This is an optimization exercise on Yosys and OpenROAD, whose aim is a short achievable clock period and few clock cycles per item, not a production implementation. RTL that was checked went through simulation tests only; none was proved equivalent to the original. For run 1, only the layout was checked, not whether the RTL still works. No activity file was given, so power comes from the tool's default toggle rates.

==> flow/design.v (outline; a module is shown in full before it is edited, if it fits) <==
// module ook_encoder: 921 lines
// module ook_decoder: 7466 lines
// module fht8v_ook_codec: 34 lines
module fht8v_ook_codec (
  input  wire        clk,
  input  wire        rst,
  input  wire        enc_in_valid,
  output wire        enc_in_ready,
  input  wire [47:0] enc_in_msg,
  output wire        enc_out_valid,
  input  wire        enc_out_ready,
  output wire [7:0]  enc_out_byte,
  output wire        enc_out_last,
  input  wire        dec_in_valid,
  output wire        dec_in_ready,
  input  wire [7:0]  dec_in_byte,
  input  wire        dec_in_last,
  input  wire        dec_in_strict,
  output wire        dec_out_valid,
  input  wire        dec_out_ready,
  output wire [47:0] dec_out_msg,
  output wire [1:0]  dec_out_err
);
  // ...
==> flow/run.sh <==
#!/bin/bash
# synth_recipe.tcl (not shown) runs the flow's synth.tcl, then flattens the netlist and writes it again
# the make line also repeats each setting of config.mk as NAME=value (left out here)
make -C /OpenROAD-flow-scripts/flow DESIGN_CONFIG=/design/flow/config.mk WORK_HOME=/design/flow/orfs CLKGATE_MAP_FILE= SYNTH_SCRIPT=/design/flow/synth_recipe.tcl finish
==> flow/config.mk <==
export PLATFORM = sky130hd
export DESIGN_NAME = fht8v_ook_codec
export DESIGN_NICKNAME = fht8v_ook_codec
export VERILOG_FILES = /design/flow/design.v
export SDC_FILE = /design/flow/constraint.sdc
export NUM_CORES = 4
export LEC_CHECK = 0
export ABC_CLOCK_PERIOD_IN_PS = 1500
export CAP_MARGIN = 20
export CORE_MARGIN = 2
export CORE_UTILIZATION = 62
export CTS_BUF_LIST = sky130_fd_sc_hd__clkbuf_16 sky130_fd_sc_hd__clkbuf_8
export CTS_CLUSTER_DIAMETER = 60
export CTS_CLUSTER_SIZE = 24
export SETUP_SLACK_MARGIN = 3.3
export SLEW_MARGIN = 20
==> flow/constraint.sdc <==
create_clock -name core_clock -period 5.0 [get_ports {clk}]
set_input_delay 1.0000 -clock core_clock [delete_from_list [all_inputs] [get_ports {clk}]]
set_output_delay 1.0000 -clock core_clock [all_outputs]
set_load 0.01 [all_outputs]
==> flow_metrics.py, run 1 <==
metrics = {
    "clock_network": {
        "cts_root_buf": "clkbuf_16",
        "clk_pin_slew_ns": 0.09,
        "cts_resized": 609,
        "post_cts_buffers": 100,
    },
    "pwr": {
        "leakage_uw": 0.0108,
        "p_int_uw": 6760,
        "combPwrFrac": 0.096,
        "switchingPower_uw": 2240,
        "power_density_nw_per_um2": 307,
    },
    "yosys": {
        "ys_seq_elements": 528,
        "synthSimpleGateAreaFrac": 0.127,
        "yosysUniqueCellTypes": 76,
        "synth_common_cells": "edfxtp_1 (281), dfxtp_1 (247), nand2_1 (211)",
        "synth-compound-area-share": 0.110,
        "synth-edff-count": 281,
        "yosys.area.top_type": "edfxtp_1",
    },
    "cells_and_area": {
        "n_sequential_cell": 528,
        "multi_input_comb_cells": 1234,
        "clock_cell_area_share": 0.0453,
    },
    "setup_path": {
        "slowest_stage": "dfxtp_4",
        "critPathCapture": "dec_out_msg[42]",
        "critPathKind": "flop to output pin",
    },
    "timing": {
        "tightest_slew_ns": 0.697,
        "period_needed_ns": 2.07,
        "setup_slack_ns": 2.93,
        "maxSlewViolCount": 0,
        "hold_viol": 0,
    },
    "place": {
        "port-buffer-count": 126,
    },
    "global_routing": {
        "grt_pass1_wl_mm": 85.9,
        "gr-max-usage-layer": "met2",
    },
    "floorplan": {
        "die_h_um": 193,
        "rows": 69,
    },
    "detailed_routing": {
        "dr_total_vias": 16700,
    },
    "min_path": {
        "worstHoldPathType": "flop to flop",
        "hold_end": "u_dec.d4e[1]",
    },
    "run_status": {
        "status": "finished clean",
    },
}
==> module ook_encoder, before the edit <==
module ook_encoder (
  input  wire        clk,
  input  wire        rst,
  input  wire        in_valid,
  output wire        in_ready,
  input  wire [47:0] in_msg,       
  output reg         out_valid,
  input  wire        out_ready,
  output reg  [7:0]  out_byte,
  output reg         out_last
);
  localparam NB = 56;              
  reg        in_rdy;               
  reg        nfull;                
  reg [47:0] nmsg;
  assign in_ready = in_rdy;
  reg          act;                
  reg  [8:0]   prem;               
  reg          eng;                
  reg  [NB-1:0] bits;              
  reg  [5:0]   nrem;               
  reg          v1, v2, v3;         
  reg  [2:0]   r;                  
  reg          rge2, rge4;         
  reg          t;                  
  reg        sv;
  reg  [7:0] sb;
  reg        sl;
  reg        oempty;               
  wire space = !sv;
  wire start = space && !act && nfull;
  wire run   = space && act;
  wire inpre = act && !eng;
  function [NB-1:0] frame_bits(input [47:0] m);
    integer i;
    begin
      frame_bits = {NB{1'b0}};
      for (i = 0; i < 6; i = i + 1)
        frame_bits[NB-1-9*i -: 9] = {m[47-8*i -: 8], ^m[47-8*i -: 8]};
    end
  endfunction
function [7:0] enc_tab_byte(input [8:0] x);
  case (x)
    9'h000: enc_tab_byte = 8'h00;
    9'h001: enc_tab_byte = 8'h00;
    9'h002: enc_tab_byte = 8'h00;
    9'h003: enc_tab_byte = 8'h00;
    9'h004: enc_tab_byte = 8'hc0;
    9'h005: enc_tab_byte = 8'hc0;
    9'h006: enc_tab_byte = 8'hcc;
    9'h007: enc_tab_byte = 8'hcc;
    9'h008: enc_tab_byte = 8'h00;
    9'h009: enc_tab_byte = 8'h00;
    9'h00a: enc_tab_byte = 8'h00;
    9'h00b: enc_tab_byte = 8'h00;
    9'h00c: enc_tab_byte = 8'hc0;
    9'h00d: enc_tab_byte = 8'hc0;
    9'h00e: enc_tab_byte = 8'hce;
    9'h00f: enc_tab_byte = 8'hce;
    9'h010: enc_tab_byte = 8'h00;
    9'h011: enc_tab_byte = 8'h00;
    9'h012: enc_tab_byte = 8'h00;
    9'h013: enc_tab_byte = 8'h00;
    9'h014: enc_tab_byte = 8'he0;
    9'h015: enc_tab_byte = 8'he0;
    9'h016: enc_tab_byte = 8'he3;
    9'h017: enc_tab_byte = 8'he3;
    9'h018: enc_tab_byte = 8'h00;
    9'h019: enc_tab_byte = 8'h00;
    9'h01a: enc_tab_byte = 8'h00;
    9'h01b: enc_tab_byte = 8'h00;
    9'h01c: enc_tab_byte = 8'he0;
    9'h01d: enc_tab_byte = 8'he0;
    9'h01e: enc_tab_byte = 8'he3;
    9'h01f: enc_tab_byte = 8'he3;
    9'h020: enc_tab_byte = 8'h00;
    9'h021: enc_tab_byte = 8'h00;
    9'h022: enc_tab_byte = 8'h00;
    9'h023: enc_tab_byte = 8'h00;
    9'h024: enc_tab_byte = 8'hc0;
    9'h025: enc_tab_byte = 8'hc0;
    9'h026: enc_tab_byte = 8'hcc;
    9'h027: enc_tab_byte = 8'hcc;
    9'h028: enc_tab_byte = 8'h00;
    9'h029: enc_tab_byte = 8'h00;
    9'h02a: enc_tab_byte = 8'h00;
    9'h02b: enc_tab_byte = 8'h00;
    9'h02c: enc_tab_byte = 8'hc0;
    9'h02d: enc_tab_byte = 8'hc0;
    9'h02e: enc_tab_byte = 8'hce;
    9'h02f: enc_tab_byte = 8'hce;
    9'h030: enc_tab_byte = 8'h00;
    9'h031: enc_tab_byte = 8'h00;
    9'h032: enc_tab_byte = 8'h00;
    9'h033: enc_tab_byte = 8'h00;
    9'h034: enc_tab_byte = 8'he0;
    9'h035: enc_tab_byte = 8'he0;
    9'h036: enc_tab_byte = 8'he3;
    9'h037: enc_tab_byte = 8'he3;
    9'h038: enc_tab_byte = 8'h00;
    9'h039: enc_tab_byte = 8'h00;
    9'h03a: enc_tab_byte = 8'h00;
    9'h03b: enc_tab_byte = 8'h00;
    9'h03c: enc_tab_byte = 8'he0;
    9'h03d: enc_tab_byte = 8'he0;
    9'h03e: enc_tab_byte = 8'he3;
    9'h03f: enc_tab_byte = 8'he3;
    9'h040: enc_tab_byte = 8'h00;
    9'h041: enc_tab_byte = 8'h00;
    9'h042: enc_tab_byte = 8'h00;
    9'h043: enc_tab_byte = 8'h00;
    9'h044: enc_tab_byte = 8'h60;
    9'h045: enc_tab_byte = 8'h60;
    9'h046: enc_tab_byte = 8'h66;
    9'h047: enc_tab_byte = 8'h66;
    9'h048: enc_tab_byte = 8'h00;
    9'h049: enc_tab_byte = 8'h00;
    9'h04a: enc_tab_byte = 8'h00;
    9'h04b: enc_tab_byte = 8'h00;
    9'h04c: enc_tab_byte = 8'h60;
    9'h04d: enc_tab_byte = 8'h60;
    9'h04e: enc_tab_byte = 8'h67;
    9'h04f: enc_tab_byte = 8'h67;
    9'h050: enc_tab_byte = 8'h00;
    9'h051: enc_tab_byte = 8'h00;
    9'h052: enc_tab_byte = 8'h00;
    9'h053: enc_tab_byte = 8'h00;
    9'h054: enc_tab_byte = 8'h70;
    9'h055: enc_tab_byte = 8'h70;
    9'h056: enc_tab_byte = 8'h71;
    9'h057: enc_tab_byte = 8'h71;
    9'h058: enc_tab_byte = 8'h00;
    9'h059: enc_tab_byte = 8'h00;
    9'h05a: enc_tab_byte = 8'h00;
    9'h05b: enc_tab_byte = 8'h00;
    9'h05c: enc_tab_byte = 8'h70;
    9'h05d: enc_tab_byte = 8'h70;
    9'h05e: enc_tab_byte = 8'h71;
    9'h05f: enc_tab_byte = 8'h71;
    9'h060: enc_tab_byte = 8'h00;
    9'h061: enc_tab_byte = 8'h00;
    9'h062: enc_tab_byte = 8'h00;
    9'h063: enc_tab_byte = 8'h00;
    9'h064: enc_tab_byte = 8'h60;
    9'h065: enc_tab_byte = 8'h60;
    9'h066: enc_tab_byte = 8'h66;
    9'h067: enc_tab_byte = 8'h66;
    9'h068: enc_tab_byte = 8'h00;
    9'h069: enc_tab_byte = 8'h00;
    9'h06a: enc_tab_byte = 8'h00;
    9'h06b: enc_tab_byte = 8'h00;
    9'h06c: enc_tab_byte = 8'h60;
    9'h06d: enc_tab_byte = 8'h60;
    9'h06e: enc_tab_byte = 8'h67;
    9'h06f: enc_tab_byte = 8'h67;
    9'h070: enc_tab_byte = 8'h00;
    9'h071: enc_tab_byte = 8'h00;
    9'h072: enc_tab_byte = 8'h00;
    9'h073: enc_tab_byte = 8'h00;
    9'h074: enc_tab_byte = 8'h70;
    9'h075: enc_tab_byte = 8'h70;
    9'h076: enc_tab_byte = 8'h71;
    9'h077: enc_tab_byte = 8'h71;
    9'h078: enc_tab_byte = 8'h00;
    9'h079: enc_tab_byte = 8'h00;
    9'h07a: enc_tab_byte = 8'h00;
    9'h07b: enc_tab_byte = 8'h00;
    9'h07c: enc_tab_byte = 8'h70;
    9'h07d: enc_tab_byte = 8'h70;
    9'h07e: enc_tab_byte = 8'h71;
    9'h07f: enc_tab_byte = 8'h71;
    9'h080: enc_tab_byte = 8'h00;
    9'h081: enc_tab_byte = 8'h00;
    9'h082: enc_tab_byte = 8'h00;
    9'h083: enc_tab_byte = 8'h00;
    9'h084: enc_tab_byte = 8'h30;
    9'h085: enc_tab_byte = 8'h30;
    9'h086: enc_tab_byte = 8'h33;
    9'h087: enc_tab_byte = 8'h33;
    9'h088: enc_tab_byte = 8'h00;
    9'h089: enc_tab_byte = 8'h00;
    9'h08a: enc_tab_byte = 8'h00;
    9'h08b: enc_tab_byte = 8'h00;
    9'h08c: enc_tab_byte = 8'h30;
    9'h08d: enc_tab_byte = 8'h30;
    9'h08e: enc_tab_byte = 8'h33;
    9'h08f: enc_tab_byte = 8'h33;
    9'h090: enc_tab_byte = 8'h00;
    9'h091: enc_tab_byte = 8'h00;
    9'h092: enc_tab_byte = 8'h00;
    9'h093: enc_tab_byte = 8'h00;
    9'h094: enc_tab_byte = 8'h38;
    9'h095: enc_tab_byte = 8'h38;
    9'h096: enc_tab_byte = 8'h38;
    9'h097: enc_tab_byte = 8'h38;
    9'h098: enc_tab_byte = 8'h00;
    9'h099: enc_tab_byte = 8'h00;
    9'h09a: enc_tab_byte = 8'h00;
    9'h09b: enc_tab_byte = 8'h00;
    9'h09c: enc_tab_byte = 8'h38;
    9'h09d: enc_tab_byte = 8'h38;
    9'h09e: enc_tab_byte = 8'h38;
    9'h09f: enc_tab_byte = 8'h38;
    9'h0a0: enc_tab_byte = 8'h00;
    9'h0a1: enc_tab_byte = 8'h00;
    9'h0a2: enc_tab_byte = 8'h00;
    9'h0a3: enc_tab_byte = 8'h00;
    9'h0a4: enc_tab_byte = 8'h30;
    9'h0a5: enc_tab_byte = 8'h30;
    9'h0a6: enc_tab_byte = 8'h33;
    9'h0a7: enc_tab_byte = 8'h33;
    9'h0a8: enc_tab_byte = 8'h00;
    9'h0a9: enc_tab_byte = 8'h00;
    9'h0aa: enc_tab_byte = 8'h00;
    9'h0ab: enc_tab_byte = 8'h00;
    9'h0ac: enc_tab_byte = 8'h30;
    9'h0ad: enc_tab_byte = 8'h30;
    9'h0ae: enc_tab_byte = 8'h33;
    9'h0af: enc_tab_byte = 8'h33;
    9'h0b0: enc_tab_byte = 8'h00;
    9'h0b1: enc_tab_byte = 8'h00;
    9'h0b2: enc_tab_byte = 8'h00;
    9'h0b3: enc_tab_byte = 8'h00;
    9'h0b4: enc_tab_byte = 8'h38;
    9'h0b5: enc_tab_byte = 8'h38;
    9'h0b6: enc_tab_byte = 8'h38;
    9'h0b7: enc_tab_byte = 8'h38;
    9'h0b8: enc_tab_byte = 8'h00;
    9'h0b9: enc_tab_byte = 8'h00;
    9'h0ba: enc_tab_byte = 8'h00;
    9'h0bb: enc_tab_byte = 8'h00;
    9'h0bc: enc_tab_byte = 8'h38;
    9'h0bd: enc_tab_byte = 8'h38;
    9'h0be: enc_tab_byte = 8'h38;
    9'h0bf: enc_tab_byte = 8'h38;
    9'h0c0: enc_tab_byte = 8'h80;
    9'h0c1: enc_tab_byte = 8'h80;
    9'h0c2: enc_tab_byte = 8'h80;
    9'h0c3: enc_tab_byte = 8'h80;
    9'h0c4: enc_tab_byte = 8'h98;
    9'h0c5: enc_tab_byte = 8'h98;
    9'h0c6: enc_tab_byte = 8'h99;
    9'h0c7: enc_tab_byte = 8'h99;
    9'h0c8: enc_tab_byte = 8'h80;
    9'h0c9: enc_tab_byte = 8'h80;
    9'h0ca: enc_tab_byte = 8'h80;
    9'h0cb: enc_tab_byte = 8'h80;
    9'h0cc: enc_tab_byte = 8'h98;
    9'h0cd: enc_tab_byte = 8'h98;
    9'h0ce: enc_tab_byte = 8'h99;
    9'h0cf: enc_tab_byte = 8'h99;
    9'h0d0: enc_tab_byte = 8'h80;
    9'h0d1: enc_tab_byte = 8'h80;
    9'h0d2: enc_tab_byte = 8'h80;
    9'h0d3: enc_tab_byte = 8'h80;
    9'h0d4: enc_tab_byte = 8'h9c;
    9'h0d5: enc_tab_byte = 8'h9c;
    9'h0d6: enc_tab_byte = 8'h9c;
    9'h0d7: enc_tab_byte = 8'h9c;
    9'h0d8: enc_tab_byte = 8'h80;
    9'h0d9: enc_tab_byte = 8'h80;
    9'h0da: enc_tab_byte = 8'h80;
    9'h0db: enc_tab_byte = 8'h80;
    9'h0dc: enc_tab_byte = 8'h9c;
    9'h0dd: enc_tab_byte = 8'h9c;
    9'h0de: enc_tab_byte = 8'h9c;
    9'h0df: enc_tab_byte = 8'h9c;
    9'h0e0: enc_tab_byte = 8'h00;
    9'h0e1: enc_tab_byte = 8'h00;
    9'h0e2: enc_tab_byte = 8'h00;
    9'h0e3: enc_tab_byte = 8'h00;
    9'h0e4: enc_tab_byte = 8'h18;
    9'h0e5: enc_tab_byte = 8'h18;
    9'h0e6: enc_tab_byte = 8'h19;
    9'h0e7: enc_tab_byte = 8'h19;
    9'h0e8: enc_tab_byte = 8'h00;
    9'h0e9: enc_tab_byte = 8'h00;
    9'h0ea: enc_tab_byte = 8'h00;
    9'h0eb: enc_tab_byte = 8'h00;
    9'h0ec: enc_tab_byte = 8'h18;
    9'h0ed: enc_tab_byte = 8'h18;
    9'h0ee: enc_tab_byte = 8'h19;
    9'h0ef: enc_tab_byte = 8'h19;
    9'h0f0: enc_tab_byte = 8'h00;
    9'h0f1: enc_tab_byte = 8'h00;
    9'h0f2: enc_tab_byte = 8'h00;
    9'h0f3: enc_tab_byte = 8'h00;
    9'h0f4: enc_tab_byte = 8'h1c;
    9'h0f5: enc_tab_byte = 8'h1c;
    9'h0f6: enc_tab_byte = 8'h1c;
    9'h0f7: enc_tab_byte = 8'h1c;
    9'h0f8: enc_tab_byte = 8'h00;
    9'h0f9: enc_tab_byte = 8'h00;
    9'h0fa: enc_tab_byte = 8'h00;
    9'h0fb: enc_tab_byte = 8'h00;
    9'h0fc: enc_tab_byte = 8'h1c;
    9'h0fd: enc_tab_byte = 8'h1c;
    9'h0fe: enc_tab_byte = 8'h1c;
    9'h0ff: enc_tab_byte = 8'h1c;
    9'h100: enc_tab_byte = 8'hc0;
    9'h101: enc_tab_byte = 8'hc0;
    9'h102: enc_tab_byte = 8'hc0;
    9'h103: enc_tab_byte = 8'hc0;
    9'h104: enc_tab_byte = 8'hcc;
    9'h105: enc_tab_byte = 8'hcc;
    9'h106: enc_tab_byte = 8'hcc;
    9'h107: enc_tab_byte = 8'hcc;
    9'h108: enc_tab_byte = 8'hc0;
    9'h109: enc_tab_byte = 8'hc0;
    9'h10a: enc_tab_byte = 8'hc0;
    9'h10b: enc_tab_byte = 8'hc0;
    9'h10c: enc_tab_byte = 8'hcc;
    9'h10d: enc_tab_byte = 8'hcc;
    9'h10e: enc_tab_byte = 8'hcc;
    9'h10f: enc_tab_byte = 8'hcc;
    9'h110: enc_tab_byte = 8'hc0;
    9'h111: enc_tab_byte = 8'hc0;
    9'h112: enc_tab_byte = 8'hc0;
    9'h113: enc_tab_byte = 8'hc0;
    9'h114: enc_tab_byte = 8'hce;
    9'h115: enc_tab_byte = 8'hce;
    9'h116: enc_tab_byte = 8'hce;
    9'h117: enc_tab_byte = 8'hce;
    9'h118: enc_tab_byte = 8'hc0;
    9'h119: enc_tab_byte = 8'hc0;
    9'h11a: enc_tab_byte = 8'hc0;
    9'h11b: enc_tab_byte = 8'hc0;
    9'h11c: enc_tab_byte = 8'hce;
    9'h11d: enc_tab_byte = 8'hce;
    9'h11e: enc_tab_byte = 8'hce;
    9'h11f: enc_tab_byte = 8'hce;
    9'h120: enc_tab_byte = 8'h80;
    9'h121: enc_tab_byte = 8'h80;
    9'h122: enc_tab_byte = 8'h80;
    9'h123: enc_tab_byte = 8'h80;
    9'h124: enc_tab_byte = 8'h8c;
    9'h125: enc_tab_byte = 8'h8c;
    9'h126: enc_tab_byte = 8'h8c;
    9'h127: enc_tab_byte = 8'h8c;
    9'h128: enc_tab_byte = 8'h80;
    9'h129: enc_tab_byte = 8'h80;
    9'h12a: enc_tab_byte = 8'h80;
    9'h12b: enc_tab_byte = 8'h80;
    9'h12c: enc_tab_byte = 8'h8c;
    9'h12d: enc_tab_byte = 8'h8c;
    9'h12e: enc_tab_byte = 8'h8c;
    9'h12f: enc_tab_byte = 8'h8c;
    9'h130: enc_tab_byte = 8'h80;
    9'h131: enc_tab_byte = 8'h80;
    9'h132: enc_tab_byte = 8'h80;
    9'h133: enc_tab_byte = 8'h80;
    9'h134: enc_tab_byte = 8'h8e;
    9'h135: enc_tab_byte = 8'h8e;
    9'h136: enc_tab_byte = 8'h8e;
    9'h137: enc_tab_byte = 8'h8e;
    9'h138: enc_tab_byte = 8'h80;
    9'h139: enc_tab_byte = 8'h80;
    9'h13a: enc_tab_byte = 8'h80;
    9'h13b: enc_tab_byte = 8'h80;
    9'h13c: enc_tab_byte = 8'h8e;
    9'h13d: enc_tab_byte = 8'h8e;
    9'h13e: enc_tab_byte = 8'h8e;
    9'h13f: enc_tab_byte = 8'h8e;
    9'h160: enc_tab_byte = 8'hc0;
    9'h161: enc_tab_byte = 8'hc0;
    9'h162: enc_tab_byte = 8'hc0;
    9'h163: enc_tab_byte = 8'hc0;
    9'h164: enc_tab_byte = 8'hc6;
    9'h165: enc_tab_byte = 8'hc6;
    9'h166: enc_tab_byte = 8'hc6;
    9'h167: enc_tab_byte = 8'hc6;
    9'h168: enc_tab_byte = 8'hc0;
    9'h169: enc_tab_byte = 8'hc0;
    9'h16a: enc_tab_byte = 8'hc0;
    9'h16b: enc_tab_byte = 8'hc0;
    9'h16c: enc_tab_byte = 8'hc6;
    9'h16d: enc_tab_byte = 8'hc6;
    9'h16e: enc_tab_byte = 8'hc6;
    9'h16f: enc_tab_byte = 8'hc6;
    9'h170: enc_tab_byte = 8'hc0;
    9'h171: enc_tab_byte = 8'hc0;
    9'h172: enc_tab_byte = 8'hc0;
    9'h173: enc_tab_byte = 8'hc0;
    9'h174: enc_tab_byte = 8'hc7;
    9'h175: enc_tab_byte = 8'hc7;
    9'h176: enc_tab_byte = 8'hc7;
    9'h177: enc_tab_byte = 8'hc7;
    9'h178: enc_tab_byte = 8'hc0;
    9'h179: enc_tab_byte = 8'hc0;
    9'h17a: enc_tab_byte = 8'hc0;
    9'h17b: enc_tab_byte = 8'hc0;
    9'h17c: enc_tab_byte = 8'hc7;
    9'h17d: enc_tab_byte = 8'hc7;
    9'h17e: enc_tab_byte = 8'hc7;
    9'h17f: enc_tab_byte = 8'hc7;
    9'h1a0: enc_tab_byte = 8'he0;
    9'h1a1: enc_tab_byte = 8'he0;
    9'h1a2: enc_tab_byte = 8'he0;
    9'h1a3: enc_tab_byte = 8'he0;
    9'h1a4: enc_tab_byte = 8'he3;
    9'h1a5: enc_tab_byte = 8'he3;
    9'h1a6: enc_tab_byte = 8'he3;
    9'h1a7: enc_tab_byte = 8'he3;
    9'h1a8: enc_tab_byte = 8'he0;
    9'h1a9: enc_tab_byte = 8'he0;
    9'h1aa: enc_tab_byte = 8'he0;
    9'h1ab: enc_tab_byte = 8'he0;
    9'h1ac: enc_tab_byte = 8'he3;
    9'h1ad: enc_tab_byte = 8'he3;
    9'h1ae: enc_tab_byte = 8'he3;
    9'h1af: enc_tab_byte = 8'he3;
    9'h1b0: enc_tab_byte = 8'he0;
    9'h1b1: enc_tab_byte = 8'he0;
    9'h1b2: enc_tab_byte = 8'he0;
    9'h1b3: enc_tab_byte = 8'he0;
    9'h1b4: enc_tab_byte = 8'he3;
    9'h1b5: enc_tab_byte = 8'he3;
    9'h1b6: enc_tab_byte = 8'he3;
    9'h1b7: enc_tab_byte = 8'he3;
    9'h1b8: enc_tab_byte = 8'he0;
    9'h1b9: enc_tab_byte = 8'he0;
    9'h1ba: enc_tab_byte = 8'he0;
    9'h1bb: enc_tab_byte = 8'he0;
    9'h1bc: enc_tab_byte = 8'he3;
    9'h1bd: enc_tab_byte = 8'he3;
    9'h1be: enc_tab_byte = 8'he3;
    9'h1bf: enc_tab_byte = 8'he3;
    default: enc_tab_byte = 8'h00;
  endcase
endfunction
function [6:0] enc_tab_st(input [8:0] x);
  case (x)
    9'h000: enc_tab_st = 7'h01;
    9'h001: enc_tab_st = 7'h01;
    9'h002: enc_tab_st = 7'h01;
    9'h003: enc_tab_st = 7'h01;
    9'h004: enc_tab_st = 7'h01;
    9'h005: enc_tab_st = 7'h01;
    9'h006: enc_tab_st = 7'h01;
    9'h007: enc_tab_st = 7'h00;
    9'h008: enc_tab_st = 7'h01;
    9'h009: enc_tab_st = 7'h01;
    9'h00a: enc_tab_st = 7'h01;
    9'h00b: enc_tab_st = 7'h01;
    9'h00c: enc_tab_st = 7'h01;
    9'h00d: enc_tab_st = 7'h01;
    9'h00e: enc_tab_st = 7'h2c;
    9'h00f: enc_tab_st = 7'h2c;
    9'h010: enc_tab_st = 7'h01;
    9'h011: enc_tab_st = 7'h01;
    9'h012: enc_tab_st = 7'h01;
    9'h013: enc_tab_st = 7'h01;
    9'h014: enc_tab_st = 7'h09;
    9'h015: enc_tab_st = 7'h09;
    9'h016: enc_tab_st = 7'h24;
    9'h017: enc_tab_st = 7'h24;
    9'h018: enc_tab_st = 7'h01;
    9'h019: enc_tab_st = 7'h01;
    9'h01a: enc_tab_st = 7'h01;
    9'h01b: enc_tab_st = 7'h01;
    9'h01c: enc_tab_st = 7'h09;
    9'h01d: enc_tab_st = 7'h09;
    9'h01e: enc_tab_st = 7'h4e;
    9'h01f: enc_tab_st = 7'h4e;
    9'h020: enc_tab_st = 7'h09;
    9'h021: enc_tab_st = 7'h09;
    9'h022: enc_tab_st = 7'h09;
    9'h023: enc_tab_st = 7'h09;
    9'h024: enc_tab_st = 7'h01;
    9'h025: enc_tab_st = 7'h01;
    9'h026: enc_tab_st = 7'h01;
    9'h027: enc_tab_st = 7'h00;
    9'h028: enc_tab_st = 7'h09;
    9'h029: enc_tab_st = 7'h09;
    9'h02a: enc_tab_st = 7'h09;
    9'h02b: enc_tab_st = 7'h09;
    9'h02c: enc_tab_st = 7'h01;
    9'h02d: enc_tab_st = 7'h01;
    9'h02e: enc_tab_st = 7'h2c;
    9'h02f: enc_tab_st = 7'h2c;
    9'h030: enc_tab_st = 7'h09;
    9'h031: enc_tab_st = 7'h09;
    9'h032: enc_tab_st = 7'h09;
    9'h033: enc_tab_st = 7'h09;
    9'h034: enc_tab_st = 7'h09;
    9'h035: enc_tab_st = 7'h09;
    9'h036: enc_tab_st = 7'h24;
    9'h037: enc_tab_st = 7'h24;
    9'h038: enc_tab_st = 7'h09;
    9'h039: enc_tab_st = 7'h09;
    9'h03a: enc_tab_st = 7'h09;
    9'h03b: enc_tab_st = 7'h09;
    9'h03c: enc_tab_st = 7'h09;
    9'h03d: enc_tab_st = 7'h09;
    9'h03e: enc_tab_st = 7'h4e;
    9'h03f: enc_tab_st = 7'h4e;
    9'h040: enc_tab_st = 7'h01;
    9'h041: enc_tab_st = 7'h01;
    9'h042: enc_tab_st = 7'h01;
    9'h043: enc_tab_st = 7'h01;
    9'h044: enc_tab_st = 7'h01;
    9'h045: enc_tab_st = 7'h01;
    9'h046: enc_tab_st = 7'h10;
    9'h047: enc_tab_st = 7'h10;
    9'h048: enc_tab_st = 7'h01;
    9'h049: enc_tab_st = 7'h01;
    9'h04a: enc_tab_st = 7'h01;
    9'h04b: enc_tab_st = 7'h01;
    9'h04c: enc_tab_st = 7'h01;
    9'h04d: enc_tab_st = 7'h01;
    9'h04e: enc_tab_st = 7'h3c;
    9'h04f: enc_tab_st = 7'h3c;
    9'h050: enc_tab_st = 7'h01;
    9'h051: enc_tab_st = 7'h01;
    9'h052: enc_tab_st = 7'h01;
    9'h053: enc_tab_st = 7'h01;
    9'h054: enc_tab_st = 7'h09;
    9'h055: enc_tab_st = 7'h09;
    9'h056: enc_tab_st = 7'h34;
    9'h057: enc_tab_st = 7'h34;
    9'h058: enc_tab_st = 7'h01;
    9'h059: enc_tab_st = 7'h01;
    9'h05a: enc_tab_st = 7'h01;
    9'h05b: enc_tab_st = 7'h01;
    9'h05c: enc_tab_st = 7'h09;
    9'h05d: enc_tab_st = 7'h09;
    9'h05e: enc_tab_st = 7'h5e;
    9'h05f: enc_tab_st = 7'h5e;
    9'h060: enc_tab_st = 7'h09;
    9'h061: enc_tab_st = 7'h09;
    9'h062: enc_tab_st = 7'h09;
    9'h063: enc_tab_st = 7'h09;
    9'h064: enc_tab_st = 7'h01;
    9'h065: enc_tab_st = 7'h01;
    9'h066: enc_tab_st = 7'h10;
    9'h067: enc_tab_st = 7'h10;
    9'h068: enc_tab_st = 7'h09;
    9'h069: enc_tab_st = 7'h09;
    9'h06a: enc_tab_st = 7'h09;
    9'h06b: enc_tab_st = 7'h09;
    9'h06c: enc_tab_st = 7'h01;
    9'h06d: enc_tab_st = 7'h01;
    9'h06e: enc_tab_st = 7'h3c;
    9'h06f: enc_tab_st = 7'h3c;
    9'h070: enc_tab_st = 7'h09;
    9'h071: enc_tab_st = 7'h09;
    9'h072: enc_tab_st = 7'h09;
    9'h073: enc_tab_st = 7'h09;
    9'h074: enc_tab_st = 7'h09;
    9'h075: enc_tab_st = 7'h09;
    9'h076: enc_tab_st = 7'h34;
    9'h077: enc_tab_st = 7'h34;
    9'h078: enc_tab_st = 7'h09;
    9'h079: enc_tab_st = 7'h09;
    9'h07a: enc_tab_st = 7'h09;
    9'h07b: enc_tab_st = 7'h09;
    9'h07c: enc_tab_st = 7'h09;
    9'h07d: enc_tab_st = 7'h09;
    9'h07e: enc_tab_st = 7'h5e;
    9'h07f: enc_tab_st = 7'h5e;
    9'h080: enc_tab_st = 7'h01;
    9'h081: enc_tab_st = 7'h01;
    9'h082: enc_tab_st = 7'h01;
    9'h083: enc_tab_st = 7'h01;
    9'h084: enc_tab_st = 7'h01;
    9'h085: enc_tab_st = 7'h01;
    9'h086: enc_tab_st = 7'h24;
    9'h087: enc_tab_st = 7'h24;
    9'h088: enc_tab_st = 7'h01;
    9'h089: enc_tab_st = 7'h01;
    9'h08a: enc_tab_st = 7'h01;
    9'h08b: enc_tab_st = 7'h01;
    9'h08c: enc_tab_st = 7'h01;
    9'h08d: enc_tab_st = 7'h01;
    9'h08e: enc_tab_st = 7'h4e;
    9'h08f: enc_tab_st = 7'h4e;
    9'h090: enc_tab_st = 7'h01;
    9'h091: enc_tab_st = 7'h01;
    9'h092: enc_tab_st = 7'h01;
    9'h093: enc_tab_st = 7'h01;
    9'h094: enc_tab_st = 7'h09;
    9'h095: enc_tab_st = 7'h09;
    9'h096: enc_tab_st = 7'h08;
    9'h097: enc_tab_st = 7'h08;
    9'h098: enc_tab_st = 7'h01;
    9'h099: enc_tab_st = 7'h01;
    9'h09a: enc_tab_st = 7'h01;
    9'h09b: enc_tab_st = 7'h01;
    9'h09c: enc_tab_st = 7'h09;
    9'h09d: enc_tab_st = 7'h09;
    9'h09e: enc_tab_st = 7'h08;
    9'h09f: enc_tab_st = 7'h08;
    9'h0a0: enc_tab_st = 7'h09;
    9'h0a1: enc_tab_st = 7'h09;
    9'h0a2: enc_tab_st = 7'h09;
    9'h0a3: enc_tab_st = 7'h09;
    9'h0a4: enc_tab_st = 7'h01;
    9'h0a5: enc_tab_st = 7'h01;
    9'h0a6: enc_tab_st = 7'h24;
    9'h0a7: enc_tab_st = 7'h24;
    9'h0a8: enc_tab_st = 7'h09;
    9'h0a9: enc_tab_st = 7'h09;
    9'h0aa: enc_tab_st = 7'h09;
    9'h0ab: enc_tab_st = 7'h09;
    9'h0ac: enc_tab_st = 7'h01;
    9'h0ad: enc_tab_st = 7'h01;
    9'h0ae: enc_tab_st = 7'h4e;
    9'h0af: enc_tab_st = 7'h4e;
    9'h0b0: enc_tab_st = 7'h09;
    9'h0b1: enc_tab_st = 7'h09;
    9'h0b2: enc_tab_st = 7'h09;
    9'h0b3: enc_tab_st = 7'h09;
    9'h0b4: enc_tab_st = 7'h09;
    9'h0b5: enc_tab_st = 7'h09;
    9'h0b6: enc_tab_st = 7'h08;
    9'h0b7: enc_tab_st = 7'h08;
    9'h0b8: enc_tab_st = 7'h09;
    9'h0b9: enc_tab_st = 7'h09;
    9'h0ba: enc_tab_st = 7'h09;
    9'h0bb: enc_tab_st = 7'h09;
    9'h0bc: enc_tab_st = 7'h09;
    9'h0bd: enc_tab_st = 7'h09;
    9'h0be: enc_tab_st = 7'h08;
    9'h0bf: enc_tab_st = 7'h08;
    9'h0c0: enc_tab_st = 7'h01;
    9'h0c1: enc_tab_st = 7'h01;
    9'h0c2: enc_tab_st = 7'h01;
    9'h0c3: enc_tab_st = 7'h01;
    9'h0c4: enc_tab_st = 7'h01;
    9'h0c5: enc_tab_st = 7'h01;
    9'h0c6: enc_tab_st = 7'h34;
    9'h0c7: enc_tab_st = 7'h34;
    9'h0c8: enc_tab_st = 7'h01;
    9'h0c9: enc_tab_st = 7'h01;
    9'h0ca: enc_tab_st = 7'h01;
    9'h0cb: enc_tab_st = 7'h01;
    9'h0cc: enc_tab_st = 7'h01;
    9'h0cd: enc_tab_st = 7'h01;
    9'h0ce: enc_tab_st = 7'h5e;
    9'h0cf: enc_tab_st = 7'h5e;
    9'h0d0: enc_tab_st = 7'h01;
    9'h0d1: enc_tab_st = 7'h01;
    9'h0d2: enc_tab_st = 7'h01;
    9'h0d3: enc_tab_st = 7'h01;
    9'h0d4: enc_tab_st = 7'h18;
    9'h0d5: enc_tab_st = 7'h18;
    9'h0d6: enc_tab_st = 7'h18;
    9'h0d7: enc_tab_st = 7'h18;
    9'h0d8: enc_tab_st = 7'h01;
    9'h0d9: enc_tab_st = 7'h01;
    9'h0da: enc_tab_st = 7'h01;
    9'h0db: enc_tab_st = 7'h01;
    9'h0dc: enc_tab_st = 7'h18;
    9'h0dd: enc_tab_st = 7'h18;
    9'h0de: enc_tab_st = 7'h18;
    9'h0df: enc_tab_st = 7'h18;
    9'h0e0: enc_tab_st = 7'h09;
    9'h0e1: enc_tab_st = 7'h09;
    9'h0e2: enc_tab_st = 7'h09;
    9'h0e3: enc_tab_st = 7'h09;
    9'h0e4: enc_tab_st = 7'h01;
    9'h0e5: enc_tab_st = 7'h01;
    9'h0e6: enc_tab_st = 7'h34;
    9'h0e7: enc_tab_st = 7'h34;
    9'h0e8: enc_tab_st = 7'h09;
    9'h0e9: enc_tab_st = 7'h09;
    9'h0ea: enc_tab_st = 7'h09;
    9'h0eb: enc_tab_st = 7'h09;
    9'h0ec: enc_tab_st = 7'h01;
    9'h0ed: enc_tab_st = 7'h01;
    9'h0ee: enc_tab_st = 7'h5e;
    9'h0ef: enc_tab_st = 7'h5e;
    9'h0f0: enc_tab_st = 7'h09;
    9'h0f1: enc_tab_st = 7'h09;
    9'h0f2: enc_tab_st = 7'h09;
    9'h0f3: enc_tab_st = 7'h09;
    9'h0f4: enc_tab_st = 7'h18;
    9'h0f5: enc_tab_st = 7'h18;
    9'h0f6: enc_tab_st = 7'h18;
    9'h0f7: enc_tab_st = 7'h18;
    9'h0f8: enc_tab_st = 7'h09;
    9'h0f9: enc_tab_st = 7'h09;
    9'h0fa: enc_tab_st = 7'h09;
    9'h0fb: enc_tab_st = 7'h09;
    9'h0fc: enc_tab_st = 7'h18;
    9'h0fd: enc_tab_st = 7'h18;
    9'h0fe: enc_tab_st = 7'h18;
    9'h0ff: enc_tab_st = 7'h18;
    9'h100: enc_tab_st = 7'h01;
    9'h101: enc_tab_st = 7'h01;
    9'h102: enc_tab_st = 7'h01;
    9'h103: enc_tab_st = 7'h01;
    9'h104: enc_tab_st = 7'h01;
    9'h105: enc_tab_st = 7'h01;
    9'h106: enc_tab_st = 7'h00;
    9'h107: enc_tab_st = 7'h00;
    9'h108: enc_tab_st = 7'h01;
    9'h109: enc_tab_st = 7'h01;
    9'h10a: enc_tab_st = 7'h01;
    9'h10b: enc_tab_st = 7'h01;
    9'h10c: enc_tab_st = 7'h01;
    9'h10d: enc_tab_st = 7'h01;
    9'h10e: enc_tab_st = 7'h00;
    9'h10f: enc_tab_st = 7'h00;
    9'h110: enc_tab_st = 7'h01;
    9'h111: enc_tab_st = 7'h01;
    9'h112: enc_tab_st = 7'h01;
    9'h113: enc_tab_st = 7'h01;
    9'h114: enc_tab_st = 7'h2c;
    9'h115: enc_tab_st = 7'h2c;
    9'h116: enc_tab_st = 7'h2c;
    9'h117: enc_tab_st = 7'h2c;
    9'h118: enc_tab_st = 7'h01;
    9'h119: enc_tab_st = 7'h01;
    9'h11a: enc_tab_st = 7'h01;
    9'h11b: enc_tab_st = 7'h01;
    9'h11c: enc_tab_st = 7'h2c;
    9'h11d: enc_tab_st = 7'h2c;
    9'h11e: enc_tab_st = 7'h2c;
    9'h11f: enc_tab_st = 7'h2c;
    9'h120: enc_tab_st = 7'h09;
    9'h121: enc_tab_st = 7'h09;
    9'h122: enc_tab_st = 7'h09;
    9'h123: enc_tab_st = 7'h09;
    9'h124: enc_tab_st = 7'h01;
    9'h125: enc_tab_st = 7'h01;
    9'h126: enc_tab_st = 7'h00;
    9'h127: enc_tab_st = 7'h00;
    9'h128: enc_tab_st = 7'h09;
    9'h129: enc_tab_st = 7'h09;
    9'h12a: enc_tab_st = 7'h09;
    9'h12b: enc_tab_st = 7'h09;
    9'h12c: enc_tab_st = 7'h01;
    9'h12d: enc_tab_st = 7'h01;
    9'h12e: enc_tab_st = 7'h00;
    9'h12f: enc_tab_st = 7'h00;
    9'h130: enc_tab_st = 7'h09;
    9'h131: enc_tab_st = 7'h09;
    9'h132: enc_tab_st = 7'h09;
    9'h133: enc_tab_st = 7'h09;
    9'h134: enc_tab_st = 7'h2c;
    9'h135: enc_tab_st = 7'h2c;
    9'h136: enc_tab_st = 7'h2c;
    9'h137: enc_tab_st = 7'h2c;
    9'h138: enc_tab_st = 7'h09;
    9'h139: enc_tab_st = 7'h09;
    9'h13a: enc_tab_st = 7'h09;
    9'h13b: enc_tab_st = 7'h09;
    9'h13c: enc_tab_st = 7'h2c;
    9'h13d: enc_tab_st = 7'h2c;
    9'h13e: enc_tab_st = 7'h2c;
    9'h13f: enc_tab_st = 7'h2c;
    9'h160: enc_tab_st = 7'h09;
    9'h161: enc_tab_st = 7'h09;
    9'h162: enc_tab_st = 7'h09;
    9'h163: enc_tab_st = 7'h09;
    9'h164: enc_tab_st = 7'h10;
    9'h165: enc_tab_st = 7'h10;
    9'h166: enc_tab_st = 7'h10;
    9'h167: enc_tab_st = 7'h10;
    9'h168: enc_tab_st = 7'h09;
    9'h169: enc_tab_st = 7'h09;
    9'h16a: enc_tab_st = 7'h09;
    9'h16b: enc_tab_st = 7'h09;
    9'h16c: enc_tab_st = 7'h10;
    9'h16d: enc_tab_st = 7'h10;
    9'h16e: enc_tab_st = 7'h10;
    9'h16f: enc_tab_st = 7'h10;
    9'h170: enc_tab_st = 7'h09;
    9'h171: enc_tab_st = 7'h09;
    9'h172: enc_tab_st = 7'h09;
    9'h173: enc_tab_st = 7'h09;
    9'h174: enc_tab_st = 7'h3c;
    9'h175: enc_tab_st = 7'h3c;
    9'h176: enc_tab_st = 7'h3c;
    9'h177: enc_tab_st = 7'h3c;
    9'h178: enc_tab_st = 7'h09;
    9'h179: enc_tab_st = 7'h09;
    9'h17a: enc_tab_st = 7'h09;
    9'h17b: enc_tab_st = 7'h09;
    9'h17c: enc_tab_st = 7'h3c;
    9'h17d: enc_tab_st = 7'h3c;
    9'h17e: enc_tab_st = 7'h3c;
    9'h17f: enc_tab_st = 7'h3c;
    9'h1a0: enc_tab_st = 7'h09;
    9'h1a1: enc_tab_st = 7'h09;
    9'h1a2: enc_tab_st = 7'h09;
    9'h1a3: enc_tab_st = 7'h09;
    9'h1a4: enc_tab_st = 7'h24;
    9'h1a5: enc_tab_st = 7'h24;
    9'h1a6: enc_tab_st = 7'h24;
    9'h1a7: enc_tab_st = 7'h24;
    9'h1a8: enc_tab_st = 7'h09;
    9'h1a9: enc_tab_st = 7'h09;
    9'h1aa: enc_tab_st = 7'h09;
    9'h1ab: enc_tab_st = 7'h09;
    9'h1ac: enc_tab_st = 7'h24;
    9'h1ad: enc_tab_st = 7'h24;
    9'h1ae: enc_tab_st = 7'h24;
    9'h1af: enc_tab_st = 7'h24;
    9'h1b0: enc_tab_st = 7'h09;
    9'h1b1: enc_tab_st = 7'h09;
    9'h1b2: enc_tab_st = 7'h09;
    9'h1b3: enc_tab_st = 7'h09;
    9'h1b4: enc_tab_st = 7'h4e;
    9'h1b5: enc_tab_st = 7'h4e;
    9'h1b6: enc_tab_st = 7'h4e;
    9'h1b7: enc_tab_st = 7'h4e;
    9'h1b8: enc_tab_st = 7'h09;
    9'h1b9: enc_tab_st = 7'h09;
    9'h1ba: enc_tab_st = 7'h09;
    9'h1bb: enc_tab_st = 7'h09;
    9'h1bc: enc_tab_st = 7'h4e;
    9'h1bd: enc_tab_st = 7'h4e;
    9'h1be: enc_tab_st = 7'h4e;
    9'h1bf: enc_tab_st = 7'h4e;
    default: enc_tab_st = 7'h00;
  endcase
endfunction
  wire       b1 = bits[NB-1], b2 = bits[NB-2];
  wire [14:0] et = {enc_tab_byte({r, t, b1, b2, v1, v2, v3}), enc_tab_st({r, t, b1, b2, v1, v2, v3})};
  wire [7:0] ebyte = et[14:7];
  wire [2:0] r_n   = et[6:4];
  wire       t_n   = et[3];
  wire       elast = et[0];
  wire       one   = b1 ? rge2 : rge4;
  wire       push  = start || run;
  wire [7:0] pbyte = start ? 8'hAA : inpre ? (prem[6] ? 8'hAA : 8'hCC) : ebyte;
  wire       plast = !start && !inpre && elast;
  always @(posedge clk) begin
    if (!nfull)
      nmsg <= in_msg;
    if (rst) begin
      in_rdy <= 1'b1;
      nfull  <= 1'b0;
      act    <= 1'b0;
      eng    <= 1'b0;
    end else begin
      if (start) begin
        in_rdy <= 1'b1;
        nfull  <= 1'b0;
      end else if (in_valid && !nfull) begin
        in_rdy <= 1'b0;
        nfull  <= 1'b1;
      end
      if (start) begin
        act  <= 1'b1;
        prem <= 9'h1ff;
        bits <= frame_bits(nmsg);
        nrem <= NB;
        v1   <= 1'b1;
        v2   <= 1'b1;
        v3   <= 1'b1;
        r    <= 3'd6;
        rge2 <= 1'b1;
        rge4 <= 1'b1;
        t    <= 1'b1;
      end else if (run) begin
        if (inpre) begin
          prem <= {1'b0, prem[8:1]};
          if (!prem[1])
            eng <= 1'b1;
        end else begin
          r    <= r_n;
          t    <= t_n;
          rge2 <= et[2];
          rge4 <= et[1];
          if (one) begin
            bits <= {bits[NB-2:0], 1'b0};
            nrem <= nrem - 6'd1;
            v1   <= (nrem >= 6'd2);
            v2   <= (nrem >= 6'd3);
            v3   <= (nrem >= 6'd4);
          end else begin
            bits <= {bits[NB-3:0], 2'b0};
            nrem <= nrem - 6'd2;
            v1   <= (nrem >= 6'd3);
            v2   <= (nrem >= 6'd4);
            v3   <= (nrem >= 6'd5);
          end
          if (elast) begin
            act <= 1'b0;
            eng <= 1'b0;
          end
        end
      end
    end
  end
  always @(posedge clk) begin
    if (rst) begin
      out_valid <= 1'b0;
      oempty    <= 1'b1;
      sv        <= 1'b0;
    end else if (oempty || out_ready) begin
      if (sv) begin
        out_valid <= 1'b1;
        oempty    <= 1'b0;
        sv        <= 1'b0;
      end else begin
        out_valid <= push;
        oempty    <= !push;
      end
    end else if (push) begin
      sv <= 1'b1;
      sb <= pbyte;
      sl <= plast;
    end
  end
  reg  [8:0] nhold;
  wire [8:0] onext = sv ? {sb, sl} : {pbyte, plast};
  always @(posedge clk) begin
    if (rst) begin
      {out_byte, out_last} <= 9'd0;
      nhold                <= 9'h1ff;
    end else if (oempty || out_ready) begin
      {out_byte, out_last} <= onext;
      nhold                <= ~onext;
    end else
      {out_byte, out_last} <= ~nhold;
  end
endmodule
==> run 2: changes to the inputs <==
--- a/flow/design.v
+++ b/flow/design.v
@@ -885,44 +885,38 @@
         end
       end
     end
   end
   always @(posedge clk) begin
     if (rst) begin
       out_valid <= 1'b0;
       oempty    <= 1'b1;
+      out_byte  <= 8'd0;
+      out_last  <= 1'b0;
       sv        <= 1'b0;
     end else if (oempty || out_ready) begin
       if (sv) begin
         out_valid <= 1'b1;
         oempty    <= 1'b0;
+        out_byte  <= sb;
+        out_last  <= sl;
         sv        <= 1'b0;
       end else begin
         out_valid <= push;
         oempty    <= !push;
+        out_byte  <= pbyte;
+        out_last  <= plast;
       end
     end else if (push) begin
       sv <= 1'b1;
       sb <= pbyte;
       sl <= plast;
     end
   end
-  reg  [8:0] nhold;
-  wire [8:0] onext = sv ? {sb, sl} : {pbyte, plast};
-  always @(posedge clk) begin
-    if (rst) begin
-      {out_byte, out_last} <= 9'd0;
-      nhold                <= 9'h1ff;
-    end else if (oempty || out_ready) begin
-      {out_byte, out_last} <= onext;
-      nhold                <= ~onext;
-    end else
-      {out_byte, out_last} <= ~nhold;
-  end
 endmodule
 module ook_decoder (
   input  wire        clk,
   input  wire        rst,
   input  wire        in_valid,
   output wire        in_ready,
   input  wire [7:0]  in_byte,      
   input  wire        in_last,
@@ -8349,46 +8343,39 @@
   end
   always @(posedge clk) begin
     if (r6v) begin
       qmsg[wp] <= r6m;
       qerr[wp] <= r6e;
     end
     if (rst) begin
       rv <= 1'b0; rempty <= 1'b1; qcnt <= 2'd0; wp <= 1'b0; rp <= 1'b0;
+      rmsg <= 48'd0; rerr <= E_OK;
     end else if (rempty || res_ready) begin
       if (qcnt != 2'd0) begin
         rv   <= 1'b1;
         rempty <= 1'b0;
+        rmsg <= qmsg[rp];
+        rerr <= qerr[rp];
         rp   <= !rp;
         if (r6v)
           wp <= !wp;
         else
           qcnt <= qcnt - 2'd1;
       end else begin
         rv   <= r6v;
         rempty <= !r6v;
+        rmsg <= r6m;
+        rerr <= r6e;
       end
     end else if (r6v) begin
       wp   <= !wp;
       qcnt <= qcnt + 2'd1;
     end
   end
-  reg  [49:0] nhold;
-  wire [49:0] rnext = (qcnt != 2'd0) ? {qmsg[rp], qerr[rp]} : {r6m, r6e};
-  always @(posedge clk) begin
-    if (rst) begin
-      {rmsg, rerr} <= 50'd0;
-      nhold        <= {50{1'b1}};
-    end else if (rempty || res_ready) begin
-      {rmsg, rerr} <= rnext;
-      nhold        <= ~rnext;
-    end else
-      {rmsg, rerr} <= ~nhold;
-  end
 endmodule
 module fht8v_ook_codec (
   input  wire        clk,
   input  wire        rst,
   input  wire        enc_in_valid,
   output wire        enc_in_ready,
   input  wire [47:0] enc_in_msg,
   output wire        enc_out_valid,
==> flow/config.mk (replaced) <==
export PLATFORM = sky130hd
export DESIGN_NAME = fht8v_ook_codec
export DESIGN_NICKNAME = fht8v_ook_codec
export VERILOG_FILES = /design/flow/design.v
export SDC_FILE = /design/flow/constraint.sdc
export NUM_CORES = 4
export LEC_CHECK = 0
export ABC_CLOCK_PERIOD_IN_PS = 1500
export CAP_MARGIN = 20
export CORE_MARGIN = 2
export CORE_UTILIZATION = 50
export CTS_BUF_LIST = sky130_fd_sc_hd__clkbuf_16 sky130_fd_sc_hd__clkbuf_8
export CTS_CLUSTER_DIAMETER = 60
export CTS_CLUSTER_SIZE = 24
export PLACE_DENSITY = 0.85
export SETUP_SLACK_MARGIN = 3.3
export SLEW_MARGIN = 20
==> flow_metrics.py, run 2 <==
metrics = {
    "run_status": {
        "status": "finished clean",
    },
    "timing": {
        "fin_hold_ws_ns": 0.333,
        "setup_violations": 0,
        "tightest_slew_ns": 0.827,
        "slew_headroom": 0.447,
        "hold_viol": 0,
        "period_needed_ns": 2.18,
        "tns_ns": 0,
        "maxSlewViolCount": 0,
        "final.period_utilization": 0.436,
        "max_freq_mhz": 459,
        "setup_slack_ns": 2.82,
        "rsz0062_at_grt": "true",
        "skew_ns": 0.0530,
    },
    "cells_and_area": {
        "nNetsFinal": 2158,
        "reg_top3": "u_dec.qmsg: 96 flops, u_enc.bits: 54 flops",
        "multiInputGateArea_um2": 9880,
        "layout_commonest_cell": "edfxtp_1",
        "areaGrowthSynthToFinish_pct": 40.5,
        "largest_reg_flops": 96,
        "nFillCells": 2184,
        "register_area_um2": 12400,
        "max_flop_register": "u_dec.qmsg",
        "final_cell_mix": "edfxtp_1 (281), buf_6 (144), nor2_1 (139), buf_4 (127), nand2_1 (119)",
        "drive_gt1_frac": 0.420,
    },
    "detailed_routing": {
        "dr_total_vias": 17600,
        "drc": 0,
        "dr.pass1.iters": 6,
        "wirelength_mm": 76.0,
        "wl_per_cell_um": 28.9,
        "viasPerCell": 6.69,
        "ant_nets": 0,
        "drtIter0Drc": 2466,
    },
    "yosys": {
        "ys_seq_elements": 469,
        "synthCells": 1782,
        "yosysUniqueCellTypes": 78,
        "synth_top_area_frac": 0.414,
        "synth.most_common_cell": "edfxtp_1",
        "ys_async_sr_fraction": 0,
        "syn_area_um2": 20400,
        "yosysSeqAreaShare": 0.599,
        "synth-edff-count": 281,
        "syn_nets": 1857,
        "synthTopCellsByArea": "edfxtp_1 (41%), dfxtp_1 (18%), mux2i_1 (6.3%)",
        "ys_warn_count": 2,
        "yosys.area.top_type": "edfxtp_1",
        "synth_area_per_cell_um2": 11.4,
        "synth_common_cells": "edfxtp_1 (281), dfxtp_1 (188), nor2_1 (150)",
        "ys.flop_type": "edfxtp_1",
    },
    "floorplan": {
        "die_x_um": 206,
        "rows": 73,
        "start_util": 0.509,
        "die_h_um": 206,
        "io_pins": 127,
        "fp.coreArea_um2": 40000,
        "dieArea_um2": 42400,
    },
    "clock_network": {
        "htree_levels": 1,
        "cts_buffers": 30,
        "cts_root_buf": "clkbuf_16",
        "cts_tree": "built",
        "clk_pin_slew_ns": 0.09,
        "cts.sinks": 469,
        "postCtsHoldBufs": 0,
        "cts.path.max_buffers": 3,
        "insertion_delay_ns": 0.66,
    },
    "setup_path": {
        "worstSetupStartpointType": "flop",
        "crit_arrival_ns": 2.64,
        "cp_max_fo": 5,
        "worst_ep_required_time_ns": 5.46,
        "end_kind": "flop",
        "critPathKind": "flop to flop",
    },
    "pwr": {
        "leakage_uw": 0.00970,
        "finalPower_uw": 8160,
        "power_density_nw_per_um2": 285,
        "peakVddDrop_mv": 0.346,
    },
    "place": {
        "dpl_worst_slack_ns": 1.73,
        "routabilityCongestion": 0.852,
        "hpwlAfterDp_mm": 25.9,
        "port-buffer-count": 126,
    },
    "global_routing": {
        "grt_pass1_vias": 15700,
        "grt_pass1_wl_mm": 86.8,
        "antenna_found_initial": 2,
        "grt_use_met1": 0.318,
        "grt_overflow": 0,
        "track_usage": 0.262,
        "gr-max-usage-layer": "met2",
        "grt_util_met3": 0.0483,
        "globalRouteMet2Util": 0.447,
        "grt_max_degree": 100,
    },
    "min_path": {
        "worstHoldPathType": "flop to flop",
    },
    "job": {
        "drv_cap": 0,
    },
}
## run 2: changes by cell type after synthesis, sizes merged, moves of 35 or more
cell / before / now
dfxtp: 247 / 188
a221o: 37 / 1
or2: 42 / 7
nor3: 64 / 114
nand2: 211 / 125
o22ai: 7 / 54
## run 2: area by class of cell
cell class	count	area share
timing repair inverter	1	0.000306
tap	525	0.0230
timing repair buffer	383	0.151
inverter	65	0.00897
clock buffer	34	0.0297
sequential	469	0.432
clock inverter	22	0.00866
multi-input combinational	1133	0.346
antenna	1	0.0000875
## run 2: logic make-up (layout without fill, tap and decap cells)
logic type                 after synthesis  after routing  synth area share
and+or+nand+nor                        514            523             0.120
DFF                                    469            469             0.599
AOI/OAI and AO/OA                      339            340             0.106
muxes                                  203            203             0.104
buffers and inverters                  190            505            0.0394
xor gates and xnor gates                55             55            0.0240
adders and majority gates               12             12           0.00725
other                                    0              1                 0
## run 2: final timing paths
path                            depth (start not counted)        endpoint  slack, ns    startpoint
worst min-delay path                                    0    u_dec.d4e[1]       0.33  u_dec.d3e[1]
worst min register to register                          0    u_dec.d4e[1]       0.33  u_dec.d3e[1]
worst max register to register                          9  u_dec.rmsg[44]       2.82    u_dec.d4d1
worst max-delay path                                    9  u_dec.rmsg[44]       2.82    u_dec.d4d1
## run 2: stage by stage
stage                util  area [um2]  std cells
floorplan               -       20900       1782
global placement    0.553       22100       2321
detailed placement  0.553       22100       2321
CTS                 0.651       26000       2540
global route        0.715       28600       2633
finish              0.715       28600       2633
## run 2: routing by layer
layer,vias to the layer above,share of wire
met5,-,0.00024
met1,8388,0.33
met3,541,0.12
met4,2,0.084
met2,1577,0.47
li1,7112,-
## run 2: repair_timing
item | in CTS | in global routing
buffers inserted | 142 | 80
endpoints found under the setup margin | 573 | 457
gates cloned | 21 | 12
pin swaps | 121 | 146
gates resized for setup | 644 | 371
## run 2: worst max-delay path, stage by stage, from the launching register on
cell and delay, ns:
dfxtp_4 0.40, buf_6 0.14, buf_16 0.13, buf_6 0.11, buf_6 0.11, mux2_4 0.23, mux2i_4 0.09, o21ai_2 0.26
nor3_2 0.09, nor3_2 0.45
## run 2: report_power, final
| group | leakage, uW | switching [uW] | internal [uW] |
|---|---|---|---|
| clock network | 0.000553 | 1550 | 1330 |
| registers | 0.00378 | 125 | 4230 |
| logic | 0.00537 | 482 | 451 |
Testbench counts of run 2, summed over its fixed seeds: cycles 33,878, items 768.
==> run 3: changes to the inputs <==
--- a/flow/config.mk
+++ b/flow/config.mk
@@ -8,10 +8,9 @@
 export ABC_CLOCK_PERIOD_IN_PS = 1500
 export CAP_MARGIN = 20
 export CORE_MARGIN = 2
-export CORE_UTILIZATION = 50
+export CORE_UTILIZATION = 55
 export CTS_BUF_LIST = sky130_fd_sc_hd__clkbuf_16 sky130_fd_sc_hd__clkbuf_8
 export CTS_CLUSTER_DIAMETER = 60
 export CTS_CLUSTER_SIZE = 24
-export PLACE_DENSITY = 0.85
 export SETUP_SLACK_MARGIN = 3.3
 export SLEW_MARGIN = 20
==> flow_metrics.py, run 3 <==
metrics = {
    "yosys": {
        "synth_common_cells": "edfxtp_1 (281), dfxtp_1 (188), nor2_1 (150)",
        "synth.most_common_cell": "edfxtp_1",
        "syn_area_um2": 20400,
        "synth-edff-count": 281,
        "ys_warn_count": 2,
        "synthTopCellsByArea": "edfxtp_1 (41%), dfxtp_1 (18%), mux2i_1 (6.3%)",
        "synth_top_area_frac": 0.414,
        "ys.flop_type": "edfxtp_1",
        "ys_seq_elements": 469,
        "yosysSeqAreaShare": 0.599,
        "synth_area_per_cell_um2": 11.4,
        "yosys.area.top_type": "edfxtp_1",
        "yosysUniqueCellTypes": 78,
        "syn_nets": 1857,
        "synthCells": 1782,
        "ys_async_sr_fraction": 0,
    },
    "cells_and_area": {
        "areaGrowthSynthToFinish_pct": 34.5,
        "reg_top3": "u_dec.qmsg: 96 flops, u_enc.bits: 54 flops",
        "largest_reg_flops": 96,
        "utilization": 0.750,
        "antennaDiodeCount": 0,
        "nNetsFinal": 2133,
        "max_flop_register": "u_dec.qmsg",
        "final_cell_mix": "edfxtp_1 (281), nor2_1 (141), buf_4 (135), nand2_1 (121), buf_6 (106)",
        "layout_commonest_cell": "edfxtp_1",
        "drive_gt1_frac": 0.371,
    },
    "floorplan": {
        "die_x_um": 196,
        "die_h_um": 196,
        "dieArea_um2": 38600,
        "io_pins": 127,
        "fp.coreArea_um2": 36500,
        "rows": 70,
        "start_util": 0.558,
    },
    "pwr": {
        "power_density_nw_per_um2": 300,
        "peakVddDrop_mv": 0.326,
        "leakage_uw": 0.00938,
    },
    "place": {
        "routabilityCongestion": 0.862,
        "port-buffer-count": 126,
        "hpwlAfterDp_mm": 25.2,
    },
    "timing": {
        "skew_ns": 0.0170,
        "period_needed_ns": 2.05,
        "slew_headroom": 0.497,
        "setup_violations": 0,
        "maxSlewViolCount": 0,
        "tns_ns": 0,
        "tightest_slew_ns": 0.753,
        "max_freq_mhz": 488,
        "final.period_utilization": 0.410,
        "hold_viol": 0,
        "rsz0062_at_grt": "true",
    },
    "global_routing": {
        "grt_pass1_wl_mm": 76.1,
        "grt_pass1_vias": 14400,
        "track_usage": 0.248,
        "grt_overflow": 0,
        "antenna_found_initial": 0,
        "grt_max_degree": 98,
    },
    "clock_network": {
        "cts_root_buf": "clkbuf_16",
        "cts_buffers": 37,
        "cts_tree": "built",
        "htree_levels": 2,
        "cts.path.max_buffers": 3,
        "cts.sinks": 469,
        "insertion_delay_ns": 0.56,
        "clk_pin_slew_ns": 0.08,
    },
    "setup_path": {
        "worst_ep_required_time_ns": 4.00,
        "worstSetupStartpointType": "flop",
        "crit_chain": "buf_6",
        "end_kind": "output pin",
        "max_stage_delay_ns": 0.37,
        "slowest_stage": "dfxtp_4",
        "critPathKind": "flop to output pin",
        "cp_max_fo": 2,
        "reg2reg_from": "u_enc.r[0]",
        "crit_family": "flip-flops",
        "cp-startpoint": "u_enc.out_byte[6]",
        "crit_arrival_ns": 1.05,
        "critPathBufInv": 1,
    },
    "job": {
        "drv_cap": 0,
    },
    "detailed_routing": {
        "wirelength_mm": 52.7,
        "viasPerCell": 5.87,
        "drtIter0Drc": 966,
        "wl_per_cell_um": 20.6,
        "ant_nets": 0,
        "dr.pass1.iters": 5,
        "drc": 0,
        "dr_total_vias": 15000,
    },
    "min_path": {
        "worstHoldPathType": "flop to flop",
        "hold_start": "u_dec.d3e[1]",
    },
    "run_status": {
        "status": "finished clean",
    },
}
==> run 3: per-stage QoR <==
| step | hold WS (ns) | area [um2] | total power [uW] | instances | setup WS [ns] |
|---|---|---|---|---|---|
| floorplan | 0.310 | 20900 | 4810 | 1782 | 1.49 |
| global placement | 0.315 | 22000 | 5010 | 2264 | 1.78 |
| detailed placement | 0.312 | 22000 | 5020 | 2264 | 1.72 |
| CTS | 0.332 | 25400 | 8170 | 2465 | 2.92 |
| global route | 0.339 | 27400 | 8480 | 2555 | 2.91 |
| finish | 0.333 | 27400 | 8210 | 2555 | 2.95 |
==> run 3: timing repair <==
item | CTS | global route
setup endpoints to repair | 584 | 455
setup buffers | 113 | 76
pin swaps | 79 | 129
gates cloned | 20 | 14
resized for setup | 566 | 250
hold buffers | 0 | 0
==> run 3: per-layer routing <==
metal,track usage,up-vias,share of wire
met2,0.425,446,0.50
met3,0.0332,93,0.045
met4,0.0833,0,0.027
met1,0.327,7409,0.42
li1,-,7042,-
met5,0,-,0
==> run 3: cell type report <==
| cell class | count | area, um2 |
|---|---|---|
| repair buffers | 348 | 3820 |
| flip-flops and latches | 469 | 12400 |
| multi-input cells | 1136 | 9110 |
| inverters | 65 | 262 |
| repair inverters | 1 | 8.76 |
| fillers | 2407 | 9130 |
| clock buffers | 42 | 1020 |
| well taps | 468 | 586 |
| clock inverters | 26 | 229 |
==> run 3: cell families after synthesis <==
| logic type | share of synthesized area |
|---|---|
| and+or+nand+nor | 0.120 |
| DFF | 0.599 |
| AOI/OAI and AO/OA | 0.106 |
| muxes | 0.104 |
| buffers and inverters | 0.0394 |
| xor gates and xnor gates | 0.0240 |
| adders and majority gates | 0.00725 |
==> run 3: final timing paths <==
| check | end | slack (ns) | cells after the start |
|---|---|---|---|
| worst max-delay path | enc_out_byte[6] | 2.95 | 1 |
| worst min-delay path | u_dec.d4e[1] | 0.33 | 0 |
| worst max register to register | u_enc.eng | 3.03 | 6 |
| worst min register to register | u_dec.d4e[1] | 0.33 | 0 |
==> run 3: power breakdown <==
| part | switching [uW] | total [uW] | leakage [uW] | internal [uW] |
|---|---|---|---|---|
| Clock | 1430 | 3040 | 0.000641 | 1610 |
| Combinational | 402 | 839 | 0.00497 | 437 |
| Sequential | 103 | 4330 | 0.00377 | 4230 |
| Total | 1940 | 8210 | 0.00938 | 6270 |

## separate check: timing with driven ports
The results above use ideal ports. As a check the final layouts listed here were re-extracted and re-timed, cells and wires unchanged.
Step 1, drivers: a clkbuf_16 drives clk and a buf_2 each remaining input, both assumed.
Step 2, shift: input delay + t, output delay - t, t = (earliest + latest rising clock arrival at the registers) / 2. This alone moves slack from input paths to output paths.
Slacks: ideal / step 1 / step 2; pairs: ideal / step 1.
run | shift t [ns] | slack for setup (ns) | worst setup path at the end | latest minus earliest clock arrival (ns)
run 1 | 0.613 | 2.928 / 2.872 / 2.453 | input to register | 0.034 / 0.034
run 2 | 0.689 | 2.820 / 2.791 / 2.268 | input to register | 0.057 / 0.057
run 3 | 0.609 | 2.950 / 2.897 / 2.673 | input to register | 0.020 / 0.020
After both steps every run listed still meets setup and hold. For run 2, which loses most, drivers alone change the setup slack by -0.029 ns; drivers and shift together by -0.552 ns.
